Context: an optimization exercise on an open-source flow, tuned for small area, a short achievable clock period and few clock cycles. The choices shown serve that exercise and are no tape-out recipe.
Function was checked by simulation only, so behaviour that the tests miss may differ from the original.
Power figures rest on the tool's default switching activity, not on a simulated workload.

==> flow/design.v (excerpt) <==
module fcs_stats (
    input             clk,
    input             rst,
    input             req_valid,
    output            req_ready,
    input      [63:0] req_word,
    input             push_valid,
    input      [15:0] push_count,
    output reg        resp_valid,
    output     [31:0] resp_res,
    output     [55:0] resp_str,
    output     [2:0]  resp_len,
    output     [2:0]  resp_fault
);
Size in the first run: ~5400 cells after synthesis, ~180 I/O pins.
Settings: LEC_CHECK=0, ABC_AREA=1, CAP_MARGIN=20, CORE_MARGIN=2, CORE_UTILIZATION=55, CTS_BUF_LIST=sky130_fd_sc_hd__clkbuf_8, PLACE_DENSITY=0.7, SETUP_SLACK_MARGIN=1.0, SLEW_MARGIN=20, TNS_END_PERCENT=10; clock period 9.0 ns.
run.sh (not shown) runs the stock make flow with config.mk's settings and CLKGATE_MAP_FILE= SYNTH_SCRIPT=/design/flow/synth_recipe.tcl, a recipe that flattens the netlist after the stock synthesis.
The starting point produced a clean layout.
Testbench counts at the start, summed over its fixed seeds: cycles 20,287.
Edit:
CORE_UTILIZATION = 35   (was 55)
PLACE_DENSITY = 0.6   (was 0.7)
=>
- The new run completed with no timing, DRC or antenna violations
- final cell count climbs by 8.9%
- die area climbs by 56%
- clock power drops by about 6%
- total power climbs by 3.8%
Edit:
CORE_UTILIZATION = 55   (was 35)
PLACE_DENSITY = 0.7   (was 0.6)
SETUP_SLACK_MARGIN = 1.5   (was 1.0)
TNS_END_PERCENT = 5   (was 10)
The changed run completed with no timing, DRC or antenna violations.
Area after synthesis is unchanged.
Power came out lower by about 3%.
Final area fell by about 1.7%.
Core utilization rises by 23 points.
Combinational power went down by about 5%.
Worst hold slack gains 0.022 ns.
Clock-buffer cell count climbs by 7.
Wire length came out lower by 7.3%.
Sequential power hardly moves.
Edit:
CORE_UTILIZATION = 65   (was 55)
CTS_BUF_LIST = default   (was sky130_fd_sc_hd__clkbuf_8)
PLACE_DENSITY = 0.8   (was 0.7)
SETUP_SLACK_MARGIN = 1.0   (was 1.5)
TNS_END_PERCENT = default   (was 5)
After rerunning: Setup slack is worse by 0.34 ns; global-route usage came out higher by 5.7 points; core utilization is higher by 11 points; worst hold slack improved by 0.031 ns; wire length climbs by 2.2%; cell area rises by 0.34%; register-to-register slack degrades by 0.34 ns.
Edit:
CORE_UTILIZATION = 55   (was 65)
CTS_BUF_LIST = sky130_fd_sc_hd__clkbuf_8   (was default)
PLACE_DENSITY = 0.7   (was 0.8)
After rerunning: Non-clock buffer count went down by 29; count of clock-buffer cells in the layout went up by 13; clock power went down by about 10%.

* * *

Starting RTL as in the previous note.
==> flow/design.v (excerpt) <==
module fcs_stats (
    input             clk,
    input             rst,
    input             req_valid,
    output            req_ready,
    input      [63:0] req_word,
    input             push_valid,
    input      [15:0] push_count,
    output reg        resp_valid,
    output     [31:0] resp_res,
    output     [55:0] resp_str,
    output     [2:0]  resp_len,
    output     [2:0]  resp_fault
);
    localparam CAP = 8, SHORT = 4, W_HIGH = 4, T_UP = 100, T_DOWN = 80;
    localparam OP_RB_COPY      = 5'h0B;
    localparam OP_RB_SELECT    = 5'h0C;
    localparam OP_RB_STATS     = 5'h0D;
    localparam OP_RB_EXCURSION = 5'h0E;
    localparam OP_RB_DRIFT     = 5'h0F;
    localparam OP_RB_SHRINK    = 5'h10;
    localparam OP_SNAP_READ    = 5'h11;
    localparam OP_ISQRT        = 5'h12;
    localparam OP_FMT          = 5'h13;
    localparam F_NONE       = 3'd0;
    localparam F_ILLEGAL_OP = 3'd1;
    localparam F_BAD_WINDOW = 3'd5;
    localparam F_STATS_UNAV = 3'd6;
    localparam F_FMT_RANGE  = 3'd7;
    localparam SQ_RA = 6;
    localparam SQ_K  = 4;
    localparam SQ_N  = 2;
    localparam SQ_F  = 16 - SQ_RA - SQ_K * SQ_N;
    reg [15:0] rb [0:CAP-1];
    reg [2:0]  cursor;
    reg [3:0]  valid;
    wire [2:0] cursor_p = push_valid ? cursor + 3'd1 : cursor;
    wire [3:0] valid_p  = (push_valid && !valid[3]) ? valid + 4'd1 : valid;
    always @(posedge clk) begin
        if (push_valid)
            rb[cursor_p] <= push_count;
    end
    reg [2:0]  c_cursor;
    reg [3:0]  c_valid;
    reg        range_hi;
    reg        s_avail;
    reg [3:0]  s_window;
    reg [18:0] s_total;
    reg [17:0] s_newer;
  ...
==> flow/config.mk <==
export PLATFORM = sky130hd
export DESIGN_NAME = fcs_stats
export DESIGN_NICKNAME = fcs_stats
export VERILOG_FILES = /design/flow/design.v
export SDC_FILE = /design/flow/constraint.sdc
export NUM_CORES = 4
export LEC_CHECK = 0
export ABC_AREA = 1
export CAP_MARGIN = 20
export CORE_MARGIN = 2
export CORE_UTILIZATION = 45
export CTS_BUF_LIST = sky130_fd_sc_hd__clkbuf_8
export PLACE_DENSITY = 0.6
export SETUP_SLACK_MARGIN = 1.25
export SLEW_MARGIN = 20
==> flow/constraint.sdc <==
create_clock -name core_clock -period 9.0 [get_ports {clk}]
set_input_delay 1.8000 -clock core_clock [delete_from_list [all_inputs] [get_ports {clk}]]
set_output_delay 1.8000 -clock core_clock [all_outputs]
set_load 0.01 [all_outputs]
Testbench counts at the start, summed over its fixed seeds: cycles 20,287.
Next try:
--- a/flow/config.mk
+++ b/flow/config.mk
@@ -9,7 +9,6 @@
 export CAP_MARGIN = 20
 export CORE_MARGIN = 2
-export CORE_UTILIZATION = 45
-export CTS_BUF_LIST = sky130_fd_sc_hd__clkbuf_8
-export PLACE_DENSITY = 0.6
-export SETUP_SLACK_MARGIN = 1.25
+export CORE_UTILIZATION = 55
+export PLACE_DENSITY = 0.7
+export SETUP_SLACK_MARGIN = 1.0
 export SLEW_MARGIN = 20
Effect: Die area goes down by 18%; synthesized cell count stays the same; count of clock-buffer cells in the layout goes down by 6; critical path depth is unchanged; area after synthesis does not change; non-clock buffer count goes down by 40; routed wire length goes down by 5.5%; cell count goes down by 4.3%; power goes down by 6.8%; global-route usage goes up by 4.7 points; via count barely changes.
Next try:
--- a/flow/config.mk
+++ b/flow/config.mk
@@ -9,6 +9,8 @@
 export CAP_MARGIN = 20
 export CORE_MARGIN = 2
-export CORE_UTILIZATION = 55
-export PLACE_DENSITY = 0.7
+export CORE_UTILIZATION = 45
+export CTS_BUF_LIST = sky130_fd_sc_hd__clkbuf_8
+export PLACE_DENSITY = 0.65
 export SETUP_SLACK_MARGIN = 1.0
 export SLEW_MARGIN = 20
+export TNS_END_PERCENT = 10
Routed wire length went up by 2.8%.
Clock-buffer cell count went up by 7.
Sequential power stays flat.
Worst setup slack loses 0.0095 ns.
Next try:
--- a/flow/config.mk
+++ b/flow/config.mk
@@ -9,8 +9,7 @@
 export CAP_MARGIN = 20
 export CORE_MARGIN = 2
-export CORE_UTILIZATION = 45
-export CTS_BUF_LIST = sky130_fd_sc_hd__clkbuf_8
-export PLACE_DENSITY = 0.65
+export CORE_UTILIZATION = 55
+export CTS_BUF_LIST = sky130_fd_sc_hd__clkbuf_4
+export PLACE_DENSITY = 0.7
 export SETUP_SLACK_MARGIN = 1.0
 export SLEW_MARGIN = 20
-export TNS_END_PERCENT = 10
Global-route usage increases by 5.2 points; synthesized cell count does not change; routed wire length decreases by a few percent.

## what the ideal ports hide
How much do the figures lean on ideal ports? The routed layouts below were timed once more, with nothing changed but the port constraints. Step 1, drivers: a clkbuf_16 drives clk and a buf_2 each remaining input, both assumed. Step 2 moves the port delays by t, midway between the first and last clock arrival at a register: inputs arrive t later, outputs are due t later. That takes back most of the time a late clock gives input paths. Three values: ideal, step 1, step 2; two values: the first two.
run | t (ns) | setup slack, ns | hold slack, ns | worst setup path at the end
the first run of note 1 | 0.771 | 1.155 / 1.095 / 0.844 | 0.509 / 0.509 / 0.509 | input to register
the second run of note 1 | 0.758 | 1.205 / 1.187 / 0.772 | 0.469 / 0.469 / 0.469 | input to register
the third run of note 1 | 0.748 | 1.141 / 1.141 / 0.622 | 0.491 / 0.491 / 0.491 | input to register
the fourth run of note 1 | 0.667 | 0.801 / 0.801 / 0.801 | 0.522 / 0.522 / 0.522 | register to register
the fifth run of note 1 | 0.772 | 1.209 / 1.209 / 0.886 | 0.511 / 0.511 / 0.511 | input to register
the first run of note 2 | 0.757 | 1.338 / 1.338 / 0.935 | 0.488 / 0.488 / 0.488 | input to register
the second run of note 2 | 0.657 | 1.137 / 1.137 / 0.923 | 0.505 / 0.505 / 0.505 | input to register
the third run of note 2 | 0.764 | 1.127 / 1.063 / 0.748 | 0.473 / 0.473 / 0.473 | input to register
the fourth run of note 2 | 0.915 | 1.158 / 1.110 / 0.751 | 0.509 / 0.509 / 0.509 | input to register
After both steps every run listed still meets setup and hold. For the third run of note 1, which loses most, drivers alone change the setup slack by 0.000 ns; drivers and shift together by -0.519 ns.
